From an optimization exercise on the open Yosys and OpenROAD flow, aimed at small area, a short achievable clock period and few clock cycles per item; shortcuts taken in it are not production practice.
Where RTL was checked, it was by simulation tests only, not by an equivalence proof against the original.
For run 4, only the layout was checked, not whether the RTL still works.
Power figures rest on the tool's default switching activity, not on a simulated workload.

==> flow/config.mk <==
export PLATFORM = sky130hd
export DESIGN_NAME = thermal_quant
export DESIGN_NICKNAME = thermal_quant
export VERILOG_FILES = /design/flow/design.v
export SDC_FILE = /design/flow/constraint.sdc
export NUM_CORES = 4
export LEC_CHECK = 0
export ABC_AREA = 1
export CAP_MARGIN = 20
export CORE_MARGIN = 2
export CORE_UTILIZATION = 40
export CTS_BUF_LIST = sky130_fd_sc_hd__clkbuf_8
export SLEW_MARGIN = 20
==> flow/constraint.sdc <==
create_clock -name core_clock -period 45.0 [get_ports {clk}]
set_input_delay 9.0000 -clock core_clock [delete_from_list [all_inputs] [get_ports {clk}]]
set_output_delay 9.0000 -clock core_clock [all_outputs]
set_load 0.01 [all_outputs]
==> flow/design.v <==
module thermal_q_enc (
    input  wire        en,          
    input  wire [31:0] temp,
    output wire [8:0]  word,
    output wire        nan
);
    wire        sign = temp[31];
    wire [7:0]  e    = temp[30:23];
    wire [22:0] f    = temp[22:0];
    assign nan = en & (&e) & (|f);
    wire e_gt = e[7] & (|e[6:3] | (e[2] & (e[1] | e[0])));
    wire e_eq = e[7] & ~|e[6:3] & e[2] & ~e[1] & ~e[0];
    wire f_gt = f[22] | (f[21] & |f[20:0]);
    wire above = e_gt | (e_eq & f_gt);
    wire tiny = ~e[7] & ~(&e[6:3] & (e[2] | e[1]));
    wire [23:0] m = {1'b1, f};
    wire [16:2] c;                            
    assign c[2] = 1'b0;
    genvar i;
    generate
        for (i = 2; i < 16; i = i + 1) begin : lo
            assign c[i+1] = (m[i] & m[i-2]) | (c[i] & (m[i] | m[i-2]));
        end
    endgenerate
    wire [10:0] ha = {3'b000, m[23:16]};
    wire [10:0] hb = {1'b0, m[23:14]};
    wire [11:0] hc;
    wire [10:0] s5;
    assign hc[0] = c[16];
    generate
        for (i = 0; i < 11; i = i + 1) begin : hi
            assign s5[i]   = ha[i] ^ hb[i] ^ hc[i];
            assign hc[i+1] = (ha[i] & hb[i]) | (hc[i] & (ha[i] | hb[i]));
        end
    endgenerate
    wire [3:0]  k  = 4'd4 - e[3:0];
    wire [10:0] t1 = k[0] ? {1'b0, s5[10:1]}  : s5;
    wire [10:0] t2 = k[1] ? {2'b0, t1[10:2]}  : t1;
    wire [10:0] t4 = k[2] ? {4'b0, t2[10:4]}  : t2;
    wire [9:0]  t  = k[3] ? {7'b0, t4[10:8]}  : t4[9:0];
    wire [9:0]  ic;
    wire [8:0]  r;
    assign ic[0] = t[0];
    generate
        for (i = 0; i < 9; i = i + 1) begin : inc
            assign r[i]    = t[i+1] ^ ic[i];
            assign ic[i+1] = t[i+1] & ic[i];
        end
    endgenerate
    wire zero = ~en | (&e & |f) | sign | tiny;
    assign word = zero ? 9'd0 : above ? 9'd400 : r;
endmodule
module thermal_q_dec (
    input  wire [15:0] word,
    output wire [30:0] temp         
);
    wire        one = (word[15:1] == 15'd0) & word[0];
    wire        nz  = |word;
    wire [15:0] w   = {word[15:2], word[1] | one, word[0] & ~one};
    wire [2:0]  rc [0:16];
    wire [15:0] qq;
    assign rc[16] = 3'b000;
    genvar j;
    generate
        for (j = 15; j >= 0; j = j - 1) begin : div
            wire [2:0] a = rc[j+1];
            wire       b = w[j];
            assign qq[j]    = a[1] & (a[0] | b);
            assign rc[j][2] = a[0] & ~(~a[2] & a[1] & b) & ~(a[2] & ~b);
            assign rc[j][1] = (~a[2] & a[0]) | (a[2] & ~a[0] & ~b) | (a[0] & b);
            assign rc[j][0] = (~a[2] & b) | (a[1] & ~b);
        end
    endgenerate
    wire [13:0] q = qq[13:0];       
    wire [2:0]  r = rc[0];
    reg  [3:0]  pb;                 
    always @* begin
        case (r)
            3'b001:  pb = 4'b0011;
            3'b110:  pb = 4'b0110;
            3'b111:  pb = 4'b1001;
            3'b011:  pb = 4'b1100;
            default: pb = 4'b0000;
        endcase
    end
    wire        z8 = ~|q[13:6];
    wire [13:0] qa = z8 ? {q[5:0], pb, pb} : q;
    wire        z4 = ~|qa[13:10];
    wire [13:0] qb = z4 ? {qa[9:0], pb} : qa;
    wire        z2 = ~|qb[13:12];
    wire [13:0] qc = z2 ? {qb[11:0], pb[3:2]} : qb;
    wire        z1 = ~qc[13];
    wire [13:0] qn = z1 ? {qc[12:0], z2 ? pb[1] : pb[3]} : qc;
    reg  [9:0]  f;
    always @* begin
        case ({r, z2, z1})
            {3'b001, 2'd0}, {3'b110, 2'd3}, {3'b111, 2'd1}, {3'b011, 2'd2}: f = 10'd205;
            {3'b001, 2'd1}, {3'b110, 2'd0}, {3'b111, 2'd2}, {3'b011, 2'd3}: f = 10'd410;
            {3'b001, 2'd3}, {3'b110, 2'd2}, {3'b111, 2'd0}, {3'b011, 2'd1}: f = 10'd614;
            {3'b001, 2'd2}, {3'b110, 2'd1}, {3'b111, 2'd3}, {3'b011, 2'd0}: f = 10'd819;
            default: f = 10'd0;
        endcase
    end
    wire [3:0]  s    = {z8, z4, z2, z1};
    reg  [7:0]  expo;
    always @* begin
        case (s)
            4'd0: expo = 8'd139;
            4'd1: expo = 8'd138;
            4'd2: expo = 8'd137;
            4'd3: expo = 8'd136;
            4'd4: expo = 8'd135;
            4'd5: expo = 8'd134;
            4'd6: expo = 8'd133;
            4'd7: expo = 8'd132;
            4'd8: expo = 8'd131;
            4'd9: expo = 8'd130;
            4'd10: expo = 8'd129;
            4'd11: expo = 8'd128;
            4'd12: expo = 8'd127;
            4'd13: expo = 8'd126;
            4'd14: expo = 8'd125;
            4'd15: expo = 8'd124;
        endcase
        if (one) expo = 8'd123;
    end
    assign temp = {expo & {8{nz}}, qn[12:0], f};
endmodule
module thermal_quant (
    input  wire        clk,
    input  wire        rst,           
    input  wire        in_valid,
    output wire        in_ready,
    input  wire        in_op,         
    input  wire [31:0] in_data,       
    output wire        out_valid,
    input  wire        out_ready,
    output wire [31:0] out_data,      
    output wire        out_nan        
);
    reg        skd_free, cmd_valid, rsp_valid;    
    reg [32:0] skd, cmd;              
    reg [30:0] rsp_data;
    reg        rsp_nan;
    wire [8:0]  enc_word;
    wire        enc_nan;
    wire [30:0] dec_temp;
    thermal_q_enc u_enc (
        .en   (!cmd[32]),
        .temp (cmd[31:0]),
        .word (enc_word),
        .nan  (enc_nan)
    );
    thermal_q_dec u_dec (
        .word (cmd[15:0] & {16{cmd[32]}}),
        .temp (dec_temp)
    );
    wire   skd_valid = !skd_free;
    assign in_ready = skd_free;
    wire   accept   = in_valid && skd_free;
    wire   ld_rsp   = !rsp_valid || out_ready;
    wire   ld_cmd   = !cmd_valid || ld_rsp;
    always @(posedge clk) begin
        if (rst) begin
            skd_free  <= 1'b1;
            cmd_valid <= 1'b0;
            rsp_valid <= 1'b0;
        end else begin
            if (ld_rsp)
                rsp_valid <= cmd_valid;
            if (ld_cmd)
                cmd_valid <= skd_valid || accept;
            skd_free  <= ld_cmd || (skd_free && !accept);
        end
    end
    always @(posedge clk) begin
        if (skd_free)
            skd <= {in_op, in_data};
        if (ld_cmd)
            cmd <= skd_valid ? skd : {in_op, in_data};
        if (ld_rsp) begin
            rsp_data <= dec_temp | {22'd0, enc_word};
            rsp_nan  <= enc_nan;
        end
    end
    assign out_valid = rsp_valid;
    assign out_data  = {1'b0, rsp_data};
    assign out_nan   = rsp_nan;
endmodule
==> flow/flow/run.sh <==
#!/bin/bash
# Layout flow: the standard synthesis, the same synthesis with an area-oriented
# ABC script (used when its registers match the standard synthesis's exactly),
# then the standard layout with plain buf_1 buffers on the ports. The area
# synthesis leaves adders to ABC (no full/half-adder cells).
set -euo pipefail
W=$PWD
R=results/sky130hd/thermal_quant/base

# 1. The standard synthesis: the reference for the registers.
bash standard.sh "WORK_HOME=$W/orfs_ref" synth > synth_ref.log 2>&1

# 2. The same synthesis with flow/area.abc as ABC's script.
NET=$W/orfs_ref/$R/1_2_yosys.v
if MY_ABC_SCRIPT=$W/flow/area.abc bash standard.sh "WORK_HOME=$W/orfs_area" \
     "SYNTH_SCRIPT=$W/flow/synth.tcl" "ADDER_MAP_FILE=" synth > synth_area.log 2>&1; then
  regs() { grep -oE '^ *sky130_fd_sc_hd__[a-z0-9_]*df[a-z0-9_]* [^ ]+' "$1" | sed 's/^ *//; s/_[0-9]* / /' | sort; }
  regs "$NET" > regs_ref.txt
  regs "$W/orfs_area/$R/1_2_yosys.v" > regs_area.txt
  if cmp -s regs_ref.txt regs_area.txt && [ -s regs_ref.txt ]; then
    NET=$W/orfs_area/$R/1_2_yosys.v
  fi
fi
echo "netlist: $NET" > netlist_used.txt

# 3. The standard layout of that netlist.
bash standard.sh "SYNTH_NETLIST_FILES=$NET" \
  "BUFFER_PORTS_ARGS=-buffer_cell sky130_fd_sc_hd__buf_1" \
  "SETUP_SLACK_MARGIN=${MARGIN:-34.9}" finish > layout.log 2>&1
==> flow/flow/area.abc <==
strash
&get -n
&deepsyn -I 4 -J 50
&put
strash
&get -n
&dch -f
&nf -p -R 1000
&put
strash
&get -n
&dch -f
&nf -p -R 1000
&put
strash
&get -n
&dch -f
&nf -p -R 1000
&put
==> flow/flow/synth.tcl <==
# The standard synthesis script (synth_recipe.tcl), with ABC's mapping script
# replaced by flow/area.abc (an area-oriented mapping).
proc synth {args} { yosys synth -nofsm -noshare {*}$args }
proc abc {args} {
  set i [lsearch -exact $args -script]
  if {$i >= 0} { lset args [expr {$i + 1}] $::env(MY_ABC_SCRIPT) }
  yosys abc {*}$args
}
source $::env(SCRIPTS_DIR)/synth.tcl
# left out here: clear keep_hierarchy, flatten, clean up, hide names made inside functions, write 1_2_yosys.v
==> flow/standard.sh <==
#!/bin/bash
# synth_recipe.tcl (not shown) runs the flow's synth.tcl, then flattens the netlist and writes it again
# the make line also repeats each setting of config.mk as NAME=value (left out here)
make -C /OpenROAD-flow-scripts/flow DESIGN_CONFIG=/design/flow/config.mk WORK_HOME=/design/flow/orfs CLKGATE_MAP_FILE= SYNTH_SCRIPT=/design/flow/synth_recipe.tcl "${@:-finish}"
==> impl_metrics.toml, run 1 <==
[logic_synthesis]
syn_area_um2 = 5280
syn-instance-count = 527
yosys_warnings = 0
syn_nets = 564
synth.avg_cell_area_um2 = 10.0

[power]
vdd.ir_drop.worst_mv = 0.0239
power.density_nw_per_um2 = 52.9
p_leak_nw = 2.23

[setup_path]
crit_family = "flip-flops"
crit_buf_inv = 1
path_class = "reg2out"
cp-start-kind = "register"
cp.required_ps = 36000
cpMaxStageDelayCell = "edfxtp_1"
slowest_delay_ps = 430
reg2reg_slack_ps = 35950
crit_arrival_ps = 950
end_kind = "output pin"
rr_worst_depth = 47
timing.rr.end = "rsp_data[4]"
path_cells = "buf_1"
regToRegStartpoint = "cmd[13]"
crit_fanout = 3

[global_route]
grt_max_degree = 36
gr-total-overflow = 0
antenna_found_initial = 0
grt_pass1_vias = 3702
grt.total_usage = 0.152
grt_pass1_wl_um = 17300

[clock_network]
tritoncts = "done"
numClockSinks = 99
clkSlewWorstSetupHoldPaths_ps = 100
htreeDepth = 3
root_buffer = "clkbuf_8"
clk_latency_ps = 380
cts_buffers = 9
cts_hold_buffers = 0
clock_path_buffers = 2

[placed_design]
port_buffers = 70
post-dp-hpwl_um = 7930
place.gp.congestion = 0.878
pre_cts_ws_ps = 34460

[die]
core_um2 = 12800
row_count = 41
initial_core_util = 0.413
die_h_um = 119
die_w_um = 119
io_pins = 72
dieArea_um2 = 14100

[timing]
finClkSkew_ps = 16.6
drv_slew = 0
finalSetupViolations = 0
fin_ws_ps = 35050
max_slew_margin = 0.504
rsz0062_at_grt = "false"
tightest_slew_ps = 738
fin_crit_sh = 0.221
fin_crit_ps = 9950
setup_tns_ps = 0
hold_violations = 0
max_freq_mhz = 100

[worst_hold_path]
hp-class = "reg2reg"
whs_path_depth = 1
whs_endpoint = "skd[9]"
worstHoldStart = "skd[9]"

[detailed_routing]
via_per_inst = 5.27
first_iter_violations = 261
ant_nets = 0
drc = 0
routedWlPerCell_um = 13.5
drt-total-wl_um = 10600
first_pass_iters = 5
vias = 4149

[layout]
drive_above_1_share = 0.0390
fill_cells = 1235
diodes = 0
area_growth_syn_to_layout_pct = 13.1
final_nets = 648
final_core_util = 0.467

[outcome]
status = "no timing/DRC/antenna violations"

[job]
maxCapViolCount = 0
==> worst register-to-register path: cells and delay by family, from the launching register on <==
family	cells	cell delay [ps]
flops	1	520
compound gates	20	3420
xor+xnor	1	170
buf+inv	2	410
simple gates	24	4270
==> flip-flops by register name, indices dropped and copies added (netlist names) <==
register / cells
rsp_valid: 1
skd: 33
skd_free: 1
cmd_valid: 1
cmd: 33
rsp_nan: 1
rsp_data: 29
==> metal layers <==
layer | part of all wire | up-vias | global-route usage | wire [um]
met5 | 0 | - | 0 | 0
met4 | 0.021 | 0 | 0.0714 | 221
met3 | 0.051 | 17 | 0.0273 | 545
met2 | 0.42 | 133 | 0.230 | 4490
met1 | 0.50 | 1884 | 0.212 | 5360
li1 | - | 2115 | - | -
==> layout by cell type (no fill, tap or decap), types with 7 or more instances in the layout <==
cell	count
edfxtp_1	63
xnor2_1	21
dfxtp_1	36
mux2_1	35
nor2b_1	10
nand2b_1	7
mux2i_1	23
a21oi_1	57
clkbuf_8	9
maj3_1	7
clkinv_1	7
o21ai_0	31
buf_1	70
nand2_1	63
nand3_1	9
a21o_1	11
nor2_1	58
==> how the worst max path moves through the flow <==
stage / endpoint / from / slack, ps / cells past startpoint
floorplan: skd_free / out_ready / 34800 / 3
global placement: skd_free / out_ready / 34530 / 4
detailed placement: skd_free / out_ready / 34460 / 4
CTS: out_data[29] / rsp_data[29] / 35020 / 1
global route: rsp_data[15] / out_ready / 34910 / 3
finish: out_data[29] / rsp_data[29] / 35050 / 1
==> metrics by stage <==
step                std cells  hold slack, ps  cell area, um2  total power, W
detailed placement        769             446            5760        0.000263
finish                    788             463            5970        0.000316
global placement          769             437            5760        0.000261
global route              788             481            5970        0.000341
floorplan                 527             429            5280        0.000231
CTS                       785             468            5950        0.000317
==> area by class of cell <==
type | instances | area (um2) | area share
multi-input combinational | 417 | 2620 | 0.439
sequential | 99 | 2610 | 0.438
timing repair buffer | 76 | 308 | 0.0516
clock buffer | 9 | 124 | 0.0208
inverter | 8 | 31.3 | 0.00524
tap | 172 | 215 | 0.0361
clock inverter | 7 | 56.3 | 0.00943
==> power by group <==
group | total (W) | switching (W) | internal (W)
logic | 0.000135 | 0.0000837 | 0.0000515
registers | 0.000127 | 0.00000617 | 0.000121
clock network | 0.0000535 | 0.0000325 | 0.0000210
total | 0.000316 | 0.000122 | 0.000194
==> timing repair <==
| item | in CTS | in global routing |
|---|---|---|
| setup endpoints to repair | 1 | 6 |
| buffers inserted | 0 | 3 |
| hold endpoints to repair | 0 | 0 |
| resized for setup | 1 | 0 |
Testbench counts, summed over its fixed seeds: cycles 12,304, items 12,288.
==> run 2: changes to the inputs <==
--- a/flow/flow/run.sh
+++ b/flow/flow/run.sh
@@ -26,4 +26,5 @@
 # 3. The standard layout of that netlist.
 bash standard.sh "SYNTH_NETLIST_FILES=$NET" \
   "BUFFER_PORTS_ARGS=-buffer_cell sky130_fd_sc_hd__buf_1" \
-  "SETUP_SLACK_MARGIN=${MARGIN:-34.9}" finish > layout.log 2>&1
+  "SETUP_SLACK_MARGIN=${MARGIN:-34.9}" \
+  "CTS_ARGS=-sink_clustering_enable -sink_clustering_size 33 -sink_clustering_max_diameter 300 -sink_clustering_levels 1 -buf_list sky130_fd_sc_hd__clkbuf_8 -repair_clock_nets" finish > layout.log 2>&1
==> impl_metrics.toml, run 2 <==
[setup_path]
crit_arrival_ps = 950
cp-start-kind = "register"
crit_fanout = 3
path_class = "reg2out"
path_cells = "buf_1"
end_kind = "output pin"
slowest_delay_ps = 430
crit_buf_inv = 1
crit_family = "flip-flops"
cp.required_ps = 36000
cpMaxStageDelayCell = "edfxtp_1"

[placed_design]
post-place-cells = 769
port_buffers = 70
place.gp.congestion = 0.878
post-dp-hpwl_um = 7930

[timing]
rsz0062_at_grt = "false"
hold_violations = 0
max_slew_margin = 0.504
fin_crit_ps = 9950
finClkSkew_ps = 16.6
tightest_slew_ps = 738
max_freq_mhz = 100
fin_crit_sh = 0.221
setup_tns_ps = 0
drv_slew = 0
finalSetupViolations = 0

[clock_network]
htreeDepth = 3
clock_path_buffers = 2
tritoncts = "done"
cts_buffers = 9
numClockSinks = 99
clkSlewWorstSetupHoldPaths_ps = 100
clk_latency_ps = 380
root_buffer = "clkbuf_8"

[layout]
area_growth_syn_to_layout_pct = 13.1
layout.cells.non_filler = 788
layout_common_cells = "70 x buf_1, 63 x nand2_1, 63 x edfxtp_1"
reg_top3 = "cmd (33), skd (33), rsp_data (29)"
final_nets = 648
final_common_cell = "buf_1"
drive_above_1_share = 0.0390
diodes = 0

[power]
total_power_w = 0.000316
p_leak_nw = 2.23
power.density_nw_per_um2 = 52.9
vdd.ir_drop.worst_mv = 0.0239

[die]
dieArea_um2 = 14100
initial_core_util = 0.413
die_w_um = 119
io_pins = 72
die_h_um = 119
core_um2 = 12800
row_count = 41

[global_route]
grt_pass1_vias = 3702
antenna_found_initial = 0
gr-total-overflow = 0
grtUsageMet2 = 0.230
grt_max_degree = 36
grt_use_met1 = 0.212
grt.total_usage = 0.152
use_met3 = 0.0273
grt_pass1_wl_um = 17300
busiest_layer = "met2"

[logic_synthesis]
yosys_warnings = 0
syn_nets = 564
synth.avg_cell_area_um2 = 10.0
syn_area_um2 = 5280
syn-instance-count = 527

[detailed_routing]
drc = 0
drt-total-wl_um = 10600
vias = 4149
routedWlPerCell_um = 13.5
first_iter_violations = 261
ant_nets = 0
via_per_inst = 5.27
first_pass_iters = 5

[job]
maxCapViolCount = 0

[outcome]
status = "no timing/DRC/antenna violations"

[worst_hold_path]
hp-class = "reg2reg"
==> run 2: cell counts in the layout (fill, tap and decap cells not counted) <==
Identical to the previous run, type by type.
==> run 2: report_power, final <==
group | total (W) | internal (W) | switching (W) | leakage [nW]
Sequential | 0.000127 | 0.000121 | 0.00000617 | 0.972
Combinational | 0.000135 | 0.0000515 | 0.0000837 | 1.17
Clock | 0.0000535 | 0.0000210 | 0.0000325 | 0.0929
==> run 2: cell type report <==
class	count	area, um2
sequential	99	2610
clock inverter	7	56.3
clock buffer	9	124
fill	1235	6800
multi-input combinational	417	2620
timing repair buffer	76	308
tap	172	215
inverter	8	31.3
==> run 2: layer usage <==
layer | share of wire | wire, um
met5 | 0 | 0
met4 | 0.021 | 221
met3 | 0.051 | 545
met2 | 0.42 | 4490
met1 | 0.50 | 5360
==> run 2: final timing paths <==
| path | start | to | slack, ps | depth (start not counted) |
|---|---|---|---|---|
| worst max-delay path | rsp_data[29] | out_data[29] | 35050 | 1 |
| worst min-delay path | skd[9] | skd[9] | 460 | 1 |
| worst max register to register | cmd[13] | rsp_data[4] | 35950 | 47 |
| worst min register to register | skd[9] | skd[9] | 460 | 1 |
==> run 2: stage by stage <==
step	hold slack [ps]	instance area [um2]	util	setup WS (ps)
final	463	5970	0.467	35050
after global routing	481	5970	0.467	34910
after CTS	468	5950	0.466	35020
after detailed placement	446	5760	0.451	34460
after global placement	437	5760	0.451	34530
after floorplan	429	5280	-	34800
==> run 2: what timing repair did <==
item / in CTS / in global routing
endpoints found under the setup margin: 1 / 6
setup buffers: 0 / 3
resized for setup: 1 / 0
hold buffers: 0 / 0
==> run 3: changes to the inputs <==
--- a/flow/flow/run.sh
+++ b/flow/flow/run.sh
@@ -27,4 +27,4 @@
 bash standard.sh "SYNTH_NETLIST_FILES=$NET" \
   "BUFFER_PORTS_ARGS=-buffer_cell sky130_fd_sc_hd__buf_1" \
   "SETUP_SLACK_MARGIN=${MARGIN:-34.9}" \
-  "CTS_ARGS=-sink_clustering_enable -sink_clustering_size 33 -sink_clustering_max_diameter 300 -sink_clustering_levels 1 -buf_list sky130_fd_sc_hd__clkbuf_8 -repair_clock_nets" finish > layout.log 2>&1
+  "CTS_ARGS=-sink_clustering_enable -sink_clustering_size 50 -sink_clustering_max_diameter 300 -sink_clustering_levels 1 -root_buf sky130_fd_sc_hd__clkbuf_16 -buf_list sky130_fd_sc_hd__clkbuf_8 -repair_clock_nets" finish > layout.log 2>&1
==> impl_metrics.toml, run 3 <==
[outcome]
status = "no timing/DRC/antenna violations"

[die]
die_h_um = 119
core_um2 = 12800
row_count = 41
initial_core_util = 0.413
io_pins = 72
die_w_um = 119
dieArea_um2 = 14100

[global_route]
grt_pass1_wl_um = 17400
grt_pass1_vias = 3734
busiest_layer = "met2"
grt_max_degree = 36
antenna_found_initial = 0
grt.total_usage = 0.153
gr-total-overflow = 0
grt_use_met1 = 0.213
use_met3 = 0.0287
grtUsageMet2 = 0.233

[setup_path]
crit_start = "out_ready"
reg2reg_slack_ps = 35920
cp.required_ps = 45240
cp-start-kind = "input pin"
path_class = "in2reg"
crit_fanout = 35
rr_worst_depth = 47
crit_family = "simple AND/OR/NAND/NOR gates"
end_kind = "register"
slowest_delay_ps = 430
timing.rr.end = "rsp_data[4]"
crit_buf_inv = 1
path_cells = "buf_1 -> nor2b_1 -> nand2_4 -> or3_1"
crit_cells = 4
cp-endpoint = "skd_free"
regToRegStartpoint = "cmd[13]"
cpMaxStageDelayCell = "or3_1"
crit_arrival_ps = 10240

[layout]
diodes = 0
reg_top3 = "cmd (33), skd (33), rsp_data (29)"
final_area_um2 = 6070
layout_common_cells = "70 x buf_1, 63 x nand2_1, 63 x edfxtp_1"
drive_above_1_share = 0.0390
final_nets = 648
final_common_cell = "buf_1"
final_core_util = 0.475
area_growth_syn_to_layout_pct = 15.0

[power]
switching_share = 0.371
comb_power_share = 0.403
seqPwrFrac = 0.380
vdd.ir_drop.worst_mv = 0.0266
switchingPower_w = 0.000125
power_frac_clock = 0.217
power.density_nw_per_um2 = 55.3
total_power_w = 0.000336
p_int_w = 0.000211
p_leak_nw = 2.28

[clock_network]
root_buffer = "clkbuf_16"
clk_latency_ps = 350
cts_buffers = 9
clock_path_buffers = 2
clkSlewWorstSetupHoldPaths_ps = 70
numClockSinks = 99
tritoncts = "done"
htreeDepth = 3

[placed_design]
post-dp-hpwl_um = 7930
port_buffers = 70
placed_area_um2 = 5760
place.gp.congestion = 0.878

[timing]
hold_violations = 0
max_freq_mhz = 100
finClkSkew_ps = 10.6
rsz0062_at_grt = "true"
fin_crit_sh = 0.222
fin_crit_ps = 10000
max_slew_margin = 0.513
hold_slack_ps = 456
finalSetupViolations = 0
tightest_slew_ps = 725
drv_slew = 0
setup_tns_ps = 0

[detailed_routing]
ant_nets = 0
via_per_inst = 5.26
drc = 0
first_iter_violations = 240
vias = 4146
drt-total-wl_um = 10600
first_pass_iters = 5
routedWlPerCell_um = 13.5

[worst_hold_path]
hp-class = "reg2reg"

[logic_synthesis]
yosys_warnings = 0
syn_area_um2 = 5280
synth.avg_cell_area_um2 = 10.0
syn_nets = 564
syn-instance-count = 527

[job]
maxCapViolCount = 0
## run 3: how the worst min path moves through the flow
stage                     cells past startpoint     end    from
final                                         1  skd[9]  skd[9]
after global routing                          1  skd[9]  skd[9]
after CTS                                     1  skd[9]  skd[9]
after detailed placement                      1  skd[9]  skd[9]
after global placement                        1  skd[0]  skd[0]
after floorplan                               1  skd[0]  skd[0]
## run 3: timing repair
action	4_1_cts	5_1_grt
resized for setup	1	1
setup buffers	0	3
hold buffers	0	0
endpoints found under the setup margin	1	36
## run 3: power by group through the flow
stage | logic, W | clock network, W | registers, W
after floorplan | 0.0000949 | 0 | 0.000136
after global placement | 0.000132 | 0 | 0.000129
after detailed placement | 0.000133 | 0 | 0.000130
after CTS | 0.000134 | 0.0000750 | 0.000128
after global routing | 0.000154 | 0.0000780 | 0.000129
final | 0.000135 | 0.0000730 | 0.000128
## run 3: per-stage QoR
stage	instances	worst slack (ps)
detailed placement	769	34460
global placement	769	34530
global route	788	34890
CTS	785	35000
floorplan	527	34800
finish	788	35000
## run 3: per-layer routing
metal | up-vias | wire length (um)
met2 | 119 | 4590
met1 | 1898 | 5410
met4 | 0 | 174
li1 | 2117 | -
met3 | 12 | 479
met5 | - | 0
## run 3: layout make-up
| cell class | instances | area (um2) |
|---|---|---|
| fillers | 1221 | 6700 |
| multi-input cells | 417 | 2620 |
| well taps | 172 | 215 |
| clock buffers | 9 | 225 |
| clock inverters | 7 | 56.3 |
| inverters | 8 | 32.5 |
| repair buffers | 76 | 308 |
| flip-flops and latches | 99 | 2610 |
==> run 4: changes to the inputs <==
--- a/flow/design.v
+++ b/flow/design.v
@@ -51,80 +51,61 @@
     assign word = zero ? 9'd0 : above ? 9'd400 : r;
 endmodule
 module thermal_q_dec (
-    input  wire [15:0] word,
+    input  wire [15:0] word,        
     output wire [30:0] temp         
 );
     wire        one = (word[15:1] == 15'd0) & word[0];
     wire        nz  = |word;
-    wire [15:0] w   = {word[15:2], word[1] | one, word[0] & ~one};
-    wire [2:0]  rc [0:16];
-    wire [15:0] qq;
-    assign rc[16] = 3'b000;
+    wire [16:0] w   = {1'b0, word[15:2], word[1] | one, word[0] & ~one};
+    wire        s8 = (w[16:9] == 8'd0) & ~(w[8] & (w[7] | w[6]));         
+    wire [16:0] y8 = s8 ? {w[8:0], 8'd0} : w;
+    wire        s4 = (y8[16:13] == 4'd0) & ~(y8[12] & (y8[11] | y8[10]));  
+    wire [16:0] y4 = s4 ? {y8[12:0], 4'd0} : y8;
+    wire        s2 = (y4[16:15] == 2'd0) & ~(y4[14] & (y4[13] | y4[12]));  
+    wire [16:0] y2 = s2 ? {y4[14:0], 2'd0} : y4;
+    wire        s1 = ~y2[16] & ~(y2[15] & (y2[14] | y2[13]));              
+    wire [16:0] y  = s1 ? {y2[15:0], 1'd0} : y2;
+    wire [2:0]  rc [0:14];
+    wire [13:0] q;
+    assign rc[14] = y[16] ? 3'b011 : y[15] ? (y[14] ? 3'b111 : 3'b110) : 3'b000;
     genvar j;
     generate
-        for (j = 15; j >= 0; j = j - 1) begin : div
+        for (j = 13; j >= 0; j = j - 1) begin : div
             wire [2:0] a = rc[j+1];
-            wire       b = w[j];
-            assign qq[j]    = a[1] & (a[0] | b);
+            wire       b = y[j];
+            assign q[j]     = a[1] & (a[0] | b);
             assign rc[j][2] = a[0] & ~(~a[2] & a[1] & b) & ~(a[2] & ~b);
             assign rc[j][1] = (~a[2] & a[0]) | (a[2] & ~a[0] & ~b) | (a[0] & b);
             assign rc[j][0] = (~a[2] & b) | (a[1] & ~b);
         end
     endgenerate
-    wire [13:0] q = qq[13:0];       
     wire [2:0]  r = rc[0];
-    reg  [3:0]  pb;                 
+    reg  [9:0]  f;
     always @* begin
         case (r)
-            3'b001:  pb = 4'b0011;
-            3'b110:  pb = 4'b0110;
-            3'b111:  pb = 4'b1001;
-            3'b011:  pb = 4'b1100;
-            default: pb = 4'b0000;
-        endcase
-    end
-    wire        z8 = ~|q[13:6];
-    wire [13:0] qa = z8 ? {q[5:0], pb, pb} : q;
-    wire        z4 = ~|qa[13:10];
-    wire [13:0] qb = z4 ? {qa[9:0], pb} : qa;
-    wire        z2 = ~|qb[13:12];
-    wire [13:0] qc = z2 ? {qb[11:0], pb[3:2]} : qb;
-    wire        z1 = ~qc[13];
-    wire [13:0] qn = z1 ? {qc[12:0], z2 ? pb[1] : pb[3]} : qc;
-    reg  [9:0]  f;
-    always @* begin
-        case ({r, z2, z1})
-            {3'b001, 2'd0}, {3'b110, 2'd3}, {3'b111, 2'd1}, {3'b011, 2'd2}: f = 10'd205;
-            {3'b001, 2'd1}, {3'b110, 2'd0}, {3'b111, 2'd2}, {3'b011, 2'd3}: f = 10'd410;
-            {3'b001, 2'd3}, {3'b110, 2'd2}, {3'b111, 2'd0}, {3'b011, 2'd1}: f = 10'd614;
-            {3'b001, 2'd2}, {3'b110, 2'd1}, {3'b111, 2'd3}, {3'b011, 2'd0}: f = 10'd819;
+            3'b001:  f = 10'd205;
+            3'b110:  f = 10'd410;
+            3'b111:  f = 10'd614;
+            3'b011:  f = 10'd819;
             default: f = 10'd0;
         endcase
     end
-    wire [3:0]  s    = {z8, z4, z2, z1};
+    wire [3:0]  s = {s8, s4, s2, s1};
     reg  [7:0]  expo;
     always @* begin
         case (s)
-            4'd0: expo = 8'd139;
-            4'd1: expo = 8'd138;
-            4'd2: expo = 8'd137;
-            4'd3: expo = 8'd136;
-            4'd4: expo = 8'd135;
-            4'd5: expo = 8'd134;
-            4'd6: expo = 8'd133;
-            4'd7: expo = 8'd132;
-            4'd8: expo = 8'd131;
-            4'd9: expo = 8'd130;
-            4'd10: expo = 8'd129;
-            4'd11: expo = 8'd128;
-            4'd12: expo = 8'd127;
-            4'd13: expo = 8'd126;
-            4'd14: expo = 8'd125;
-            4'd15: expo = 8'd124;
+            4'd0:  expo = 8'd139;  4'd1:  expo = 8'd138;
+            4'd2:  expo = 8'd137;  4'd3:  expo = 8'd136;
+            4'd4:  expo = 8'd135;  4'd5:  expo = 8'd134;
+            4'd6:  expo = 8'd133;  4'd7:  expo = 8'd132;
+            4'd8:  expo = 8'd131;  4'd9:  expo = 8'd130;
+            4'd10: expo = 8'd129;  4'd11: expo = 8'd128;
+            4'd12: expo = 8'd127;  4'd13: expo = 8'd126;
+            4'd14: expo = 8'd125;  default: expo = 8'd124;
         endcase
         if (one) expo = 8'd123;
     end
-    assign temp = {expo & {8{nz}}, qn[12:0], f};
+    assign temp = {expo & {8{nz}}, q[12:0], f};
 endmodule
 module thermal_quant (
     input  wire        clk,
--- a/flow/flow/run.sh
+++ b/flow/flow/run.sh
@@ -26,5 +26,4 @@
 # 3. The standard layout of that netlist.
 bash standard.sh "SYNTH_NETLIST_FILES=$NET" \
   "BUFFER_PORTS_ARGS=-buffer_cell sky130_fd_sc_hd__buf_1" \
-  "SETUP_SLACK_MARGIN=${MARGIN:-34.9}" \
-  "CTS_ARGS=-sink_clustering_enable -sink_clustering_size 50 -sink_clustering_max_diameter 300 -sink_clustering_levels 1 -root_buf sky130_fd_sc_hd__clkbuf_16 -buf_list sky130_fd_sc_hd__clkbuf_8 -repair_clock_nets" finish > layout.log 2>&1
+  "SETUP_SLACK_MARGIN=${MARGIN:-34.9}" finish > layout.log 2>&1
==> impl_metrics.toml, run 4 <==
[clock_network]
clk_latency_ps = 380
numClockSinks = 99
cts_buffers = 9
clock_path_buffers = 2
tritoncts = "done"
root_buffer = "clkbuf_8"
clkSlewWorstSetupHoldPaths_ps = 90
cts_hold_buffers = 0
htreeDepth = 3

[setup_path]
path_cells = "buf_1 -> nor2b_1 -> clkinv_2"
cp.required_ps = 44950
crit_buf_inv = 2
crit_arrival_ps = 9940
path_class = "in2reg"
slowest_delay_ps = 530
end_kind = "register"
cpMaxStageDelayCell = "clkinv_2"
cp-start-kind = "input pin"
crit_family = "buffers and inverters"
crit_fanout = 30

[logic_synthesis]
synth.avg_cell_area_um2 = 9.72
syn_nets = 573
yosys_warnings = 0
syn_area_um2 = 5210
syn-instance-count = 536

[die]
die_w_um = 118
initial_core_util = 0.411
core_um2 = 12700
dieArea_um2 = 14000
io_pins = 72
die_h_um = 118
row_count = 41

[layout]
seq_area_um2 = 2610
final_core_util = 0.488
reg_top3 = "cmd (33), skd (33), rsp_data (29)"
final_nets = 676
fill_cells = 1246
diodes = 0
drive_above_1_share = 0.102
layout_common_cells = "69 x buf_1, 67 x nor2_1, 63 x edfxtp_1"
area_growth_syn_to_layout_pct = 18.6
multi_input_area_um2 = 2630
final_common_cell = "buf_1"

[detailed_routing]
routedWlPerCell_um = 13.4
drc = 0
first_iter_violations = 203
ant_nets = 0
via_per_inst = 5.16
vias = 4211
drt-total-wl_um = 11000
first_pass_iters = 5

[global_route]
grt_pass1_wl_um = 17900
grt_pass1_vias = 3842
gr-total-overflow = 0
grt_max_degree = 36
antenna_found_initial = 0
grt.total_usage = 0.158

[outcome]
status = "no timing/DRC/antenna violations"

[power]
seqPwrFrac = 0.325
switching_share = 0.427
vdd.ir_drop.worst_mv = 0.0371
power.density_nw_per_um2 = 71.9
power_frac_clock = 0.111
p_int_w = 0.000255
total_power_w = 0.000445
p_leak_nw = 2.28
comb_power_share = 0.564
switchingPower_w = 0.000190

[timing]
max_freq_mhz = 100
hold_slack_ps = 462
hold_violations = 0
tightest_slew_ps = 780
rsz0062_at_grt = "false"
finalSetupViolations = 0
drv_slew = 0
fin_crit_sh = 0.222
max_slew_margin = 0.475
fin_crit_ps = 9990
setup_tns_ps = 0
finClkSkew_ps = 6.33

[placed_design]
place.gp.congestion = 0.855
port_buffers = 70
post-dp-hpwl_um = 7710

[worst_hold_path]
hp-class = "reg2reg"

[job]
maxCapViolCount = 0
[run 4: cell types whose count changed in the layout (fill, tap and decap cells not counted), sizes merged, moves of 5 or more]
cell | previous run | this run
nor2 | 58 | 71
xnor2 | 21 | 12
mux2i | 23 | 14
a21o | 11 | 1
a21oi | 57 | 32
a22o | 0 | 5
o21ai | 32 | 55
buf | 76 | 93
clkinv | 8 | 20
[run 4: layout make-up]
type,instances,area share
clock buffer,9,0.0200
inverter,19,0.0117
tap,172,0.0348
sequential,99,0.423
multi-input combinational,416,0.426
timing repair buffer,94,0.0785
clock inverter,7,0.00607
[run 4: per-layer routing]
metal	vias to the layer above	GRT usage	share of wire	routed length, um
li1	2161	-	-	-
met1	1932	0.213	0.48	5290
met2	106	0.248	0.46	5010
met3	12	0.0309	0.039	432
met4	0	0.0708	0.020	216
met5	-	0	0	0
[run 4: metrics by stage]
step	std cells	cell area (um2)	setup slack [ps]
after floorplan	536	5220	34800
after global placement	777	5690	34560
after detailed placement	777	5690	34120
after CTS	795	5930	34900
after global routing	816	6180	34760
final	816	6180	35010
[run 4: final timing paths]
path	from	end	slack, ps	cells past startpoint
worst max-delay path	out_ready	rsp_data[18]	35010	3
worst min register to register	skd[5]	skd[5]	460	1
worst min-delay path	skd[5]	skd[5]	460	1
worst max register to register	cmd[14]	rsp_data[7]	35830	57
[run 4: power groups by stage]
stage	sequential (W)	combinational, W	clock [W]
6_report	0.000144	0.000251	0.0000495
2_1_floorplan	0.000152	0.000170	0
3_3_place_gp	0.000146	0.000216	0
5_1_grt	0.000147	0.000288	0.0000554
4_1_cts	0.000145	0.000226	0.0000521
3_5_place_dp	0.000147	0.000223	0
[run 4: timing repair]
item,in CTS,in global routing
pin swaps,2,5
buffers inserted,0,21
resized for setup,16,38
cloned,2,0
endpoints found under the setup margin,12,14

-- static timing again, ports no longer ideal --
The flow's constraints put no driver on any port. The routed layouts listed below were extracted and timed again, unchanged, in two steps.
Step 1 (the two cells are an assumption about what drives the block):
set clk [get_ports {clk}]
set_driving_cell -lib_cell sky130_fd_sc_hd__clkbuf_16 $clk
set_driving_cell -lib_cell sky130_fd_sc_hd__buf_2 [delete_from_list [all_inputs] $clk]
Step 2 adds t to the input delays and takes it off the output delays; t is the mean of the earliest and latest rising clock arrival at the registers after step 1. Input paths then give back, and output paths get back, about the clock's delay inside the block.
Three values: no drivers, after step 1, after step 2; two values: the first two.
| run | t (ns) | setup WS [ns] | worst register clock-pin slew, ns | worst data-port slew with drivers (ns) | pins driven straight from the clock port |
|---|---|---|---|---|---|
| run 1 | 0.407 | 35.048 / 35.015 / 34.655 | 0.11 / 0.11 | 0.03 | 1 |
| run 2 | 0.407 | 35.048 / 35.015 / 34.655 | 0.11 / 0.11 | 0.03 | 1 |
| run 3 | 0.379 | 35.000 / 35.016 / 34.637 | 0.07 / 0.07 | 0.03 | 1 |
| run 4 | 0.409 | 35.015 / 34.993 / 34.619 | 0.09 / 0.09 | 0.03 | 1 |
After both steps setup and hold are still met in every run listed. For run 4, which loses most, drivers alone change the setup slack by -0.022 ns; drivers and shift together by -0.396 ns.
